This design comes from an exercise in tuning for small area, a short achievable clock period and few clock cycles per item on the open sky130 flow, not from production work. Function was checked by simulation only, so behaviour that the tests miss may differ from the original. Power figures rest on the tool's default switching activity, not on a simulated workload.

`flow/design.v`:
```
module pdc_timewindow (
    input  wire         clk,
    input  wire         rst,         
    input  wire         in_valid,
    output wire         in_ready,
    input  wire         op,          
    input  wire [3:0]   n,           
    input  wire [703:0] ts,          
    input  wire [31:0]  tspan,       
    output reg          done,
    output reg          err,
    output reg  [63:0]  result
);
    localparam integer NMAX = 11;
    assign in_ready = 1'b1;
    reg          v0;
    reg          op0;
    reg  [3:0]   n0;
    reg  [703:0] ts0;
    reg  [31:0]  t0;
    always @(posedge clk) begin
        v0  <= in_valid & ~rst;
        op0 <= op;
        n0  <= n;
        ts0 <= ts;
        t0  <= tspan;
    end
    function automatic lt64(input [63:0] x, input [63:0] y);
        reg [63:0] l, g, xs, ys;
        integer w, p;
        begin
            xs = {~x[63], x[62:0]};
            ys = {~y[63], y[62:0]};
            l = ~xs & ys;
            g = xs & ~ys;
            for (w = 32; w >= 1; w = w / 2)
                for (p = 0; p < w; p = p + 1) begin
                    l[p] = l[2*p+1] | (~g[2*p+1] & l[2*p]);
                    g[p] = g[2*p+1] | (~l[2*p+1] & g[2*p]);
                end
            lt64 = l[0];
        end
    endfunction
    reg  [NMAX-1:0] b [0:NMAX-1];
    reg  [NMAX-1:0] blw [0:NMAX-1];              
    reg  [3:0]      rank [0:NMAX-1];
    integer         i, j;
    always @* begin
        for (i = 0; i < NMAX; i = i + 1)
            b[i] = {NMAX{1'b0}};
        for (i = 0; i < NMAX; i = i + 1)
            for (j = i + 1; j < NMAX; j = j + 1)
                b[i][j] = lt64(ts0[64*j +: 64], ts0[64*i +: 64]);
        for (i = 0; i < NMAX; i = i + 1) begin
            blw[i] = {NMAX{1'b0}};
            for (j = 0; j < NMAX; j = j + 1) begin
                if (j > i)      blw[i][j] = b[i][j] & (j < n0);
                else if (j < i) blw[i][j] = ~b[j][i] & (j < n0);
            end
        end
        for (i = 0; i < NMAX; i = i + 1)
            rank[i] = ((({3'd0, blw[i][0]} + {3'd0, blw[i][1]}) + ({3'd0, blw[i][2]} + {3'd0, blw[i][3]})) +
                       (({3'd0, blw[i][4]} + {3'd0, blw[i][5]}) + ({3'd0, blw[i][6]} + {3'd0, blw[i][7]}))) +
                      (({3'd0, blw[i][8]} + {3'd0, blw[i][9]}) + {3'd0, blw[i][10]});
    end
    wire        a_big = ~((&ts0[63:41]) | ~(|ts0[63:41]));
    wire [41:0] a_s   = a_big ? {ts0[63], {41{~ts0[63]}}} : ts0[41:0];
    wire signed [43:0] s3  = $signed({{2{a_s[41]}}, a_s}) + $signed({12'd0, t0}) + $signed({11'd0, t0, 1'b0});
    wire        a_lt_t = $signed({a_s[41], a_s}) < $signed({11'd0, t0});
    wire        adj    = a_lt_t & (a_s[1:0] != t0[1:0]);
    wire [36:0] ua = {5'd0, t0};
    wire [36:0] ub = {2'd0, t0, 3'd0};
    wire [36:0] uc = {t0, 5'd0};
    wire [36:0] us = ua ^ ub ^ uc;
    wire [37:0] uk = {(ua & ub) | (ua & uc) | (ub & uc), 1'b0};
    wire [47:0] y  = {1'b0, us, 10'd0} + {uk, 10'd0} - {11'd0, us} - {10'd0, uk}
                   + {21'd0, us[36:10]} + {20'd0, uk[37:10]}
                   - {31'd0, us[36:20]} - {30'd0, uk[37:20]} + 48'd172;
    wire        y_up = (y[18:0] >= 19'd20972);     
    reg          v1;
    reg          op1;
    reg  [3:0]   n1;
    reg  [3:0]   rank1 [0:NMAX-1];
    reg  [703:0] ts1;
    reg  [41:0]  s31;     
    reg          adj1;
    reg  [31:0]  t1;
    reg  [29:0]  y1;      
    reg          y_up1;
    always @(posedge clk) begin
        v1     <= v0 & ~rst;
        op1    <= op0;
        n1     <= n0;
        for (i = 0; i < NMAX; i = i + 1)
            rank1[i] <= rank[i];
        ts1    <= ts0;
        s31    <= s3[43:2];
        adj1   <= adj;
        t1     <= t0;
        y1     <= y[47:18];
        y_up1  <= y_up;
    end
    wire [2:0] k    = (n1 - 4'd1) >> 1;          
    wire       n_ok = (n1 != 4'd0) && (n1 <= NMAX);
    reg  [NMAX-1:0] sel;
    reg  [63:0]     med;
    always @* begin
        med = 64'd0;
        for (i = 0; i < NMAX; i = i + 1) begin
            sel[i] = n_ok && (i < n1) && (rank1[i] == {1'b0, k});
            med = med | ({64{sel[i]}} & ts1[64*i +: 64]);
        end
    end
    wire signed [42:0] d = $signed(s31) + $signed({42'd0, adj1});
    wire        d_neg = d[42];
    wire        d_big = ~d[42] & (|d[41:33]);
    wire [32:0] d_lo  = d[32:0];
    wire [32:0] lo = {1'b0, t1} - {5'd0, y1[29:1]} - {32'd0, y_up1};
    wire [32:0] hi = {1'b0, t1} + {3'd0, y1};
    wire d_lt_lo = d_neg | (~d_big & (d_lo < lo));
    wire d_gt_hi = d_big | (~d_neg & (d_lo > hi));
    wire [32:0] clamped = d_lt_lo ? lo : d_gt_hi ? hi : d_lo;
    always @(posedge clk) begin
        if (rst) begin
            done <= 1'b0;
        end else begin
            done <= v1;
        end
        err    <= ~op1 & ~n_ok;
        result <= op1 ? {31'd0, clamped} : med;
    end
endmodule
```
`flow/flow/run.sh`:
```
#!/bin/bash
# The standard layout (standard.sh) with three changes:
#  - synthesis maps with ABC for area (flow/synth.tcl, flow/area.abc);
#  - ports are buffered with sky130_fd_sc_hd__buf_1 (BUFFER_PORTS_ARGS);
#  - timing repair (repair_timing -setup_margin) aims well below the 25 ns
#    constraint, so that the long paths are sized for the period the design can reach.
# The SDC, the clock period and the I/O constraints are the standard flow's own.
# make's full output goes to flow_make.log here; each ORFS step logs under orfs/logs.
set -euo pipefail
here=$(pwd)
margin=$(cat flow/setup_margin)
export FLOW_ABC_SCRIPT="$here/flow/area.abc"
bash standard.sh SYNTH_SCRIPT="$here/flow/synth.tcl" \
    BUFFER_PORTS_ARGS="-buffer_cell sky130_fd_sc_hd__buf_1" \
    SETUP_SLACK_MARGIN="$margin" finish > flow_make.log 2>&1
```
`flow/flow/area.abc`:
```
strash
dch
map -a
topo
stime -c
```
`flow/flow/setup_margin`:
```
18.5
```
`flow/flow/synth.tcl`:
```
# The standard flow's synthesis script (synth_recipe.tcl), with one change: ABC maps for area
# (strash; dch; map -a) instead of ORFS's speed script. Everything else, the -nofsm
# -noshare synth calls, the flattening and the renaming, is the standard flow's own.
proc synth {args} { yosys synth -nofsm -noshare {*}$args }
proc abc {args} {
  set i [lsearch -exact $args -script]
  if {$i >= 0} { lset args [expr {$i + 1}] $::env(FLOW_ABC_SCRIPT) }
  puts "abc (area script): $args"
  yosys abc {*}$args
}
source $::env(SCRIPTS_DIR)/synth.tcl
# left out here: clear keep_hierarchy, flatten, clean up, hide names made inside functions, write 1_2_yosys.v
```
`flow/standard.sh`:
```
#!/bin/bash
# synth_recipe.tcl (not shown) runs the flow's synth.tcl, then flattens the netlist and writes it again
# the make line also repeats each setting of config.mk as NAME=value (left out here)
make -C /OpenROAD-flow-scripts/flow DESIGN_CONFIG=/design/flow/config.mk WORK_HOME=/design/flow/orfs CLKGATE_MAP_FILE= SYNTH_SCRIPT=/design/flow/synth_recipe.tcl "${@:-finish}"
```
`flow/config.mk`:
```
export PLATFORM = sky130hd
export DESIGN_NAME = pdc_timewindow
export DESIGN_NICKNAME = pdc_timewindow
export VERILOG_FILES = /design/flow/design.v
export SDC_FILE = /design/flow/constraint.sdc
export NUM_CORES = 4
export LEC_CHECK = 0
export CAP_MARGIN = 20
export CORE_MARGIN = 2
export CORE_UTILIZATION = 35
export CTS_CLUSTER_DIAMETER = 70
export CTS_CLUSTER_SIZE = 30
export PLACE_DENSITY = 0.5
export SLEW_MARGIN = 20
```
`flow/constraint.sdc`:
```
create_clock -name core_clock -period 25.0 [get_ports {clk}]
set_input_delay 5.0000 -clock core_clock [delete_from_list [all_inputs] [get_ports {clk}]]
set_output_delay 5.0000 -clock core_clock [all_outputs]
set_load 0.01 [all_outputs]
```
==> flow_summary.yaml, run 1 <==
floorplan:
  num_rows: 213
  start_util: 0.352
  core_um2: 337000
  ios: 811
  die_h_um: 586
  die_width_um: 586
  fp.dieArea_um2: 343000
synth:
  synthTopCellsByArea: "dfxtp_1 28%, o21ai_0 10%, nand2_1 9.0%"
  syn_inst: 17600
  synth.avg_cell_area_um2: 6.71
  syn_nets: 19000
  synthArstFlopShare: 0
  synth_flop_cell: "dfxtp_1"
  synth_edf_count: 0
  synth_top_area_cell: "dfxtp_1"
  synth-seq-cells: 1668
  synth-seq-area-share: 0.282
  synth_top_area_share: 0.282
  synth_cell_types: 54
  ys_warn_count: 5
  syn_area_um2: 118000
layout:
  mostFrequentLayoutCells: "2849 x nand2_1, 2381 x o21ai_0, 2358 x clkinv_1"
  nets: 20400
  drive_gt1_frac: 0.0766
  syn_to_final_growth_pct: 16.3
  mostFrequentLayoutCell: "nand2_1"
  final_util: 0.409
  fillCellCount: 35800
global_routing:
  grt_pass1_vias: 131000
  grt_pass1_wl_um: 1030000
  grtUsageTotal: 0.423
  use_met3: 0.142
  gr-usage-met1: 0.518
  grt_antenna_before_repair: 55
  met2_usage: 0.609
  overflow: 0
  gr-max-usage-layer: "met2"
  grt_max_degree: 59
power:
  ir_worst_vdd_mv: 0.120
  powerDensity_nw_per_um2: 90.0
  p_leak_uw: 0.0510
worst_setup_path:
  setup.worst_path.start_class: "register"
  crit_arrival_ps: 7500
  path_depth: 15
  crit_buf_inv: 3
  crit_type: "register to register"
  crit_top_cell: "fa_1"
  r2r_slack_ps: 18380
  reg2regPathDepth: 15
  required_ps: 25880
  critPathCapture: "rank1[1][2]$_DFF_P_"
  r2r_start: "ts0[86]$_DFF_P_"
  critPathMaxStageDelay_ps: 750
  r2r-end: "rank1[1][2]$_DFF_P_"
  cp_top_family: "adder cells"
  slowest_stage: "dfxtp_1"
  crit_path_start: "ts0[86]$_DFF_P_"
  path_max_fanout: 12
  end_kind: "register"
  critical_path.cell_chain: "clkinv_1 > o31ai_1 > o21ai_0 > a21oi_1 > nand4_1 > a221oi_1 > o21ai_0 > fa_1 > fa_1 > clkinv_1 > fa_1 > ha_1 > clkinv_1 > fa_1 > xor2_1"
clock_network:
  cts_sinks: 1668
  htree_levels: 3
  cts_root_buf: "clkbuf_16"
  clockBufferDepth: 4
  clock_latency_ps: 1000
  cts_made_buffers: 123
  clkTransAtPathRegs_ps: 110
  cts_tree: "built"
  ctsHoldBuffers: 0
min_path:
  hold_class: "register to register"
drt:
  dr.pass1.iters: 8
  vias: 148000
  drc_errors: 0
  drt_wl_total_um: 760000
  routedWlPerCell_um: 32.2
  drtIter0Drc: 22100
  via_per_inst: 6.25
  drtAntennaViolNets: 0
sta:
  rsz0062_at_grt: "true"
  fin_crit_ps: 6620
  setup_viol: 0
  skew_ps: 126
  maxSlewHeadroom: 0.106
  slew_violations: 0
  worst_slew_pin_slew_ps: 1330
  fin_crit_sh: 0.265
  hold_viol_final: 0
  max_freq_ghz: 0.151
  setup_tns_ps: 0
outcome:
  status: "timing/DRC/antenna clean"
placed_design:
  port_buffers: 809
  dp_hpwl_um: 579000
  place.gp.congestion: 1.23
run:
  drv_cap: 0
[report_power, final]
| group | internal [µW] | leakage [µW] | switching, µW | total [µW] |
|---|---|---|---|---|
| registers | 2960 | 0.0141 | 392 | 3350 |
| clock network | 1080 | 0.00237 | 1340 | 2420 |
| logic | 2120 | 0.0345 | 4500 | 6620 |
[flip-flops by register name, summed over array words and instances (netlist names)]
register,cells
adj1,1
done,1
err,1
n0,4
n1,4
op0,1
op1,1
rank1,44
result,64
s31,42
t0,32
t1,32
ts0,704
ts1,704
v0,1
v1,1
y1,30
y_up1,1
[worst min path at each step]
stage | to | slack (ps) | depth (start not counted) | startpoint
3_3_place_gp | op1$_DFF_P_ | 310 | 0 | op0$_DFF_P_
4_1_cts | op1$_DFF_P_ | 320 | 0 | op0$_DFF_P_
6_report | op1$_DFF_P_ | 330 | 0 | op0$_DFF_P_
2_1_floorplan | op1$_DFF_P_ | 310 | 0 | op0$_DFF_P_
5_1_grt | op1$_DFF_P_ | 320 | 0 | op0$_DFF_P_
3_5_place_dp | op1$_DFF_P_ | 330 | 0 | op0$_DFF_P_
[metal layers]
metal | vias up | part of all wire
met5 | - | 0.00042
met4 | 30 | 0.097
met3 | 2390 | 0.13
met2 | 10700 | 0.40
met1 | 69300 | 0.37
li1 | 65100 | -
[cell type report]
class                   count  area (µm²)  area share
diodes                     25        62.6    0.000454
clock buffers             129        3140      0.0228
clock inverters            94        1970      0.0143
inverters                2579       10300      0.0750
multi-input cells       13400       76500       0.555
flip-flops and latches   1668       33800       0.245
well taps                4515        5650      0.0410
repair buffers           1194        6280      0.0456
repair inverters            1        7.51   0.0000545
[through the flow]
| step | power [µW] | worst slack [ps] | instances | area (µm²) | hold WS [ps] |
|---|---|---|---|---|---|
| after floorplan | 7030 | 18810 | 17600 | 118000 | 310 |
| after global placement | 9520 | 17180 | 23300 | 130000 | 311 |
| after detailed placement | 9490 | 17380 | 23300 | 130000 | 326 |
| after CTS | 12000 | 18390 | 23500 | 136000 | 324 |
| after global routing | 13000 | 18430 | 23600 | 138000 | 324 |
| final | 12400 | 18380 | 23600 | 138000 | 325 |
[cell families (layout without fill, tap and decap cells)]
kind of cell | count (synthesis) | after routing | share of synthesized area
AO/OA/AOI/OAI | 6592 | 6592 | 0.337
AND/OR/NAND/NOR | 5930 | 5930 | 0.198
buffers and inverters | 2580 | 3997 | 0.0818
flip-flops | 1668 | 1668 | 0.282
adder cells (fa/ha/maj) | 654 | 654 | 0.0853
XOR/XNOR | 209 | 209 | 0.0155
other | 1 | 26 | 0.0000317
[what timing repair did]
action	in CTS	in global routing
cloned	0	3
buffers inserted	1	59
pin swaps	12	42
gates resized for setup	374	469
endpoints found under the setup margin	122	109
[cell usage after synthesis, types with 8 or more instances]
cell / count
nand2_1: 2854
clkinv_1: 2579
o21ai_0: 2473
nor2_1: 2250
dfxtp_1: 1668
a31oi_1: 1384
a21oi_1: 901
o31ai_1: 532
ha_1: 397
nand3_1: 358
nor3_1: 333
fa_1: 256
o21a_1: 205
a22oi_1: 198
xor2_1: 178
o22ai_1: 163
a221oi_1: 123
o221ai_1: 102
a22o_2: 92
o211ai_1: 90
a21boi_0: 75
nand4_1: 68
a211oi_1: 49
a311oi_1: 49
a41oi_1: 37
xnor2_1: 31
a21o_2: 29
a2111oi_0: 22
nor4_1: 22
or2_2: 20
o311ai_0: 15
a31o_2: 14
and3_2: 14
o2111ai_1: 8
[worst reg2reg max path: stages, from the launching register on]
cell	delay (ps)
dfxtp_1	750
clkinv_1	580
o31ai_1	470
o21ai_0	300
a21oi_1	540
nand4_1	610
a221oi_1	500
o21ai_0	210
fa_1	590
fa_1	540
clkinv_1	100
fa_1	540
ha_1	180
clkinv_1	80
fa_1	370
xor2_1	170
Testbench counts, summed over its fixed seeds: cycles 16,024, items 16,000.
==> inputs of run 2 (changes only) <==
==> flow/config.mk (replaced) <==
export PLATFORM = sky130hd
export DESIGN_NAME = pdc_timewindow
export DESIGN_NICKNAME = pdc_timewindow
export VERILOG_FILES = /design/flow/design.v
export SDC_FILE = /design/flow/constraint.sdc
export NUM_CORES = 4
export LEC_CHECK = 0
export CAP_MARGIN = 40
export CORE_MARGIN = 2
export CORE_UTILIZATION = 35
export CTS_CLUSTER_DIAMETER = 50
export CTS_CLUSTER_SIZE = 20
export PLACE_DENSITY = 0.5
export SLEW_MARGIN = 30
==> flow_summary.yaml, run 2 <==
drt:
  route.met2.wl_um: 306000
  drtIter0Drc: 21900
  vias: 149000
  drtAntennaViolNets: 0
  dr.pass1.iters: 10
  met3_length_um: 97500
  dr.max_layer_used: "met5"
  drc_errors: 0
  via_per_inst: 6.25
  routedWlPerCell_um: 31.9
  m1WireLength_um: 284000
  drt_wl_total_um: 761000
layout:
  nets: 20500
  stdcell_area_um2: 141000
  syn_to_final_growth_pct: 18.7
  fin_cells: 23800
  mostFrequentLayoutCell: "nand2_1"
  drive_gt1_frac: 0.0849
  mostFrequentLayoutCells: "2851 x nand2_1, 2395 x o21ai_0, 2357 x clkinv_1"
  fillCellCount: 35700
  largest_registers: "ts0: 704 flops, ts1: 704 flops, result: 64 flops"
floorplan:
  fp.dieArea_um2: 343000
  ios: 811
  num_rows: 213
  core_um2: 337000
  die_width_um: 586
  die_h_um: 586
  start_util: 0.352
worst_setup_path:
  required_ps: 25810
  reg2regPathDepth: 16
  r2r_slack_ps: 18310
  setup.worst_path.start_class: "register"
  path_max_fanout: 12
  end_kind: "register"
  crit_type: "register to register"
  r2r-end: "rank1[5][2]$_DFF_P_"
  r2r_start: "ts0[37]$_DFF_P_"
  crit_arrival_ps: 7500
run:
  drv_cap: 0
sta:
  setup_tns_ps: 0
  fin_crit_sh: 0.268
  hold_viol_final: 0
  max_freq_ghz: 0.149
  hold_ws_ps: 328
  skew_ps: 135
  rsz0062_at_grt: "true"
  worst_slew_pin_slew_ps: 1110
  slew_violations: 0
  setup_viol: 0
  fin_crit_ps: 6690
  maxSlewHeadroom: 0.263
global_routing:
  grt_antenna_before_repair: 53
  grt_pass1_wl_um: 1030000
  grt_pass1_vias: 132000
  overflow: 0
  grt_max_degree: 59
  grtUsageTotal: 0.424
min_path:
  hold_depth: 0
  hold_end: "op1$_DFF_P_"
  hold_class: "register to register"
  min-delay-start: "op0$_DFF_P_"
outcome:
  status: "timing/DRC/antenna clean"
placed_design:
  placedCellCount: 23300
  place.gp.congestion: 1.23
  dp_hpwl_um: 581000
  port_buffers: 809
  dpl_cell_area_um2: 130000
clock_network:
  clkTransAtPathRegs_ps: 80
  clockBufferDepth: 4
  cts_root_buf: "clkbuf_16"
  htree_levels: 4
  cts_made_buffers: 210
  clock_latency_ps: 1020
  cts_tree: "built"
  cts_sinks: 1668
synth:
  synth-seq-area-share: 0.282
  synthTopCellsByCount: "2854 x nand2_1, 2579 x clkinv_1, 2473 x o21ai_0"
  syn_inst: 17600
  ys_warn_count: 5
  synth_most_common_cell: "nand2_1"
  synth_edf_count: 0
  syn_area_um2: 118000
  syn_nets: 19000
  synth_top_area_cell: "dfxtp_1"
  synthTopCellsByArea: "dfxtp_1 28%, o21ai_0 10%, nand2_1 9.0%"
  synth.avg_cell_area_um2: 6.71
  synth_top_area_share: 0.282
  synth_cell_types: 54
  synthArstFlopShare: 0
  synth-seq-cells: 1668
  synth_flop_cell: "dfxtp_1"
power:
  ir_worst_vdd_mv: 0.108
  powerDensity_nw_per_um2: 94.2
  p_leak_uw: 0.0526
[run 2: cell counts after synthesis]
Identical to the previous run, type by type.
[run 2: repair_timing]
item / 4_1_cts / 5_1_grt
resized for setup: 316 / 428
setup buffers: 0 / 49
setup endpoints to repair: 110 / 103
hold buffers: 0 / 0
pin swaps: 3 / 37
[run 2: worst max-delay path, stage by stage (launching register included)]
cell and delay [ps]:
dfxtp_1 900, clkinv_1 1020, nand2_1 290, o21ai_0 120, a31oi_1 260, a21oi_1 250, o21ai_0 840, a21oi_2 270
nand2_1 170, fa_1 440, fa_1 550, clkinv_1 80, fa_1 540, ha_1 180, clkinv_1 80, fa_1 370
xor2_1 170
[run 2: worst max path at each step]
stage	cells past startpoint	slack, ps	from	to
after floorplan	25	18810	ts0[58]$_DFF_P_	s31[39]$_DFF_P_
after global placement	21	17180	ts0[387]$_DFF_P_	rank1[2][1]$_DFF_P_
after detailed placement	26	17450	ts0[58]$_DFF_P_	s31[39]$_DFF_P_
after CTS	1	18370	result[25]$_DFF_P_	result[25]
after global routing	1	18420	result[17]$_DFF_P_	result[17]
final	16	18310	ts0[37]$_DFF_P_	rank1[5][2]$_DFF_P_
[run 2: area by class of cell]
type                    count  area (µm²)  share of cell area
multi-input cells       13400       76300               0.543
flip-flops and latches   1668       33700               0.240
inverters                2579       10300              0.0735
repair buffers           1272        6760              0.0481
well taps                4515        5650              0.0402
clock buffers             223        5380              0.0382
clock inverters           166        2300              0.0164
diodes                     28        70.1            0.000498
[run 2: per-stage QoR]
stage / power [µW] / util / worst slack (ps)
floorplan: 7030 / - / 18810
finish: 13200 / 0.418 / 18310
CTS: 12900 / 0.412 / 18370
detailed placement: 9510 / 0.387 / 17450
global placement: 9520 / 0.385 / 17180
global route: 13900 / 0.417 / 18420
[run 2: report_power, final]
group	switching (µW)	total [µW]	internal, µW	leakage (µW)
Combinational	4490	6590	2110	0.0348
Sequential	386	3350	2960	0.0141
Clock	1520	3310	1780	0.00369
[run 2: cells by family (layout without fill, tap and decap cells)]
kind of cell / Yosys count / after routing / synth area share
other: 1 / 29 / 0.0000317
and+or+nand+nor: 5930 / 5930 / 0.198
AOI/OAI and AO/OA: 6592 / 6592 / 0.337
buffers and inverters: 2580 / 4240 / 0.0818
xor gates and xnor gates: 209 / 209 / 0.0155
adders and majority gates: 654 / 654 / 0.0853
DFF: 1668 / 1668 / 0.282
[run 2: metal layers]
layer	track usage	vias to the layer above
met3	0.135	2383
met2	0.609	10900
li1	-	65600
met1	0.523	70000
met4	0.332	32
met5	0.00336	-

[separate check: timing with driven ports]
How much do the figures lean on ideal ports? The routed layouts below were timed once more, with nothing changed but the port constraints.
Step 1 (the two cells are an assumption about what drives the block):
set clk [get_ports {clk}]
set_driving_cell -lib_cell sky130_fd_sc_hd__clkbuf_16 $clk
set_driving_cell -lib_cell sky130_fd_sc_hd__buf_2 [delete_from_list [all_inputs] $clk]
Step 2 times the ports against the registers' clock, not the clock port: input delays grow and output delays shrink by t, the midpoint of the rising clock arrivals with the driver on.
Slacks: ideal / step 1 / step 2; pairs: ideal / step 1.
run	t, ns	setup WS [ns]	cell pins on the clock port's net
run 1	1.060	18.382 / 18.286 / 18.382	1
run 2	1.074	18.306 / 18.292 / 18.306	1
After both steps every run listed still meets setup and hold.
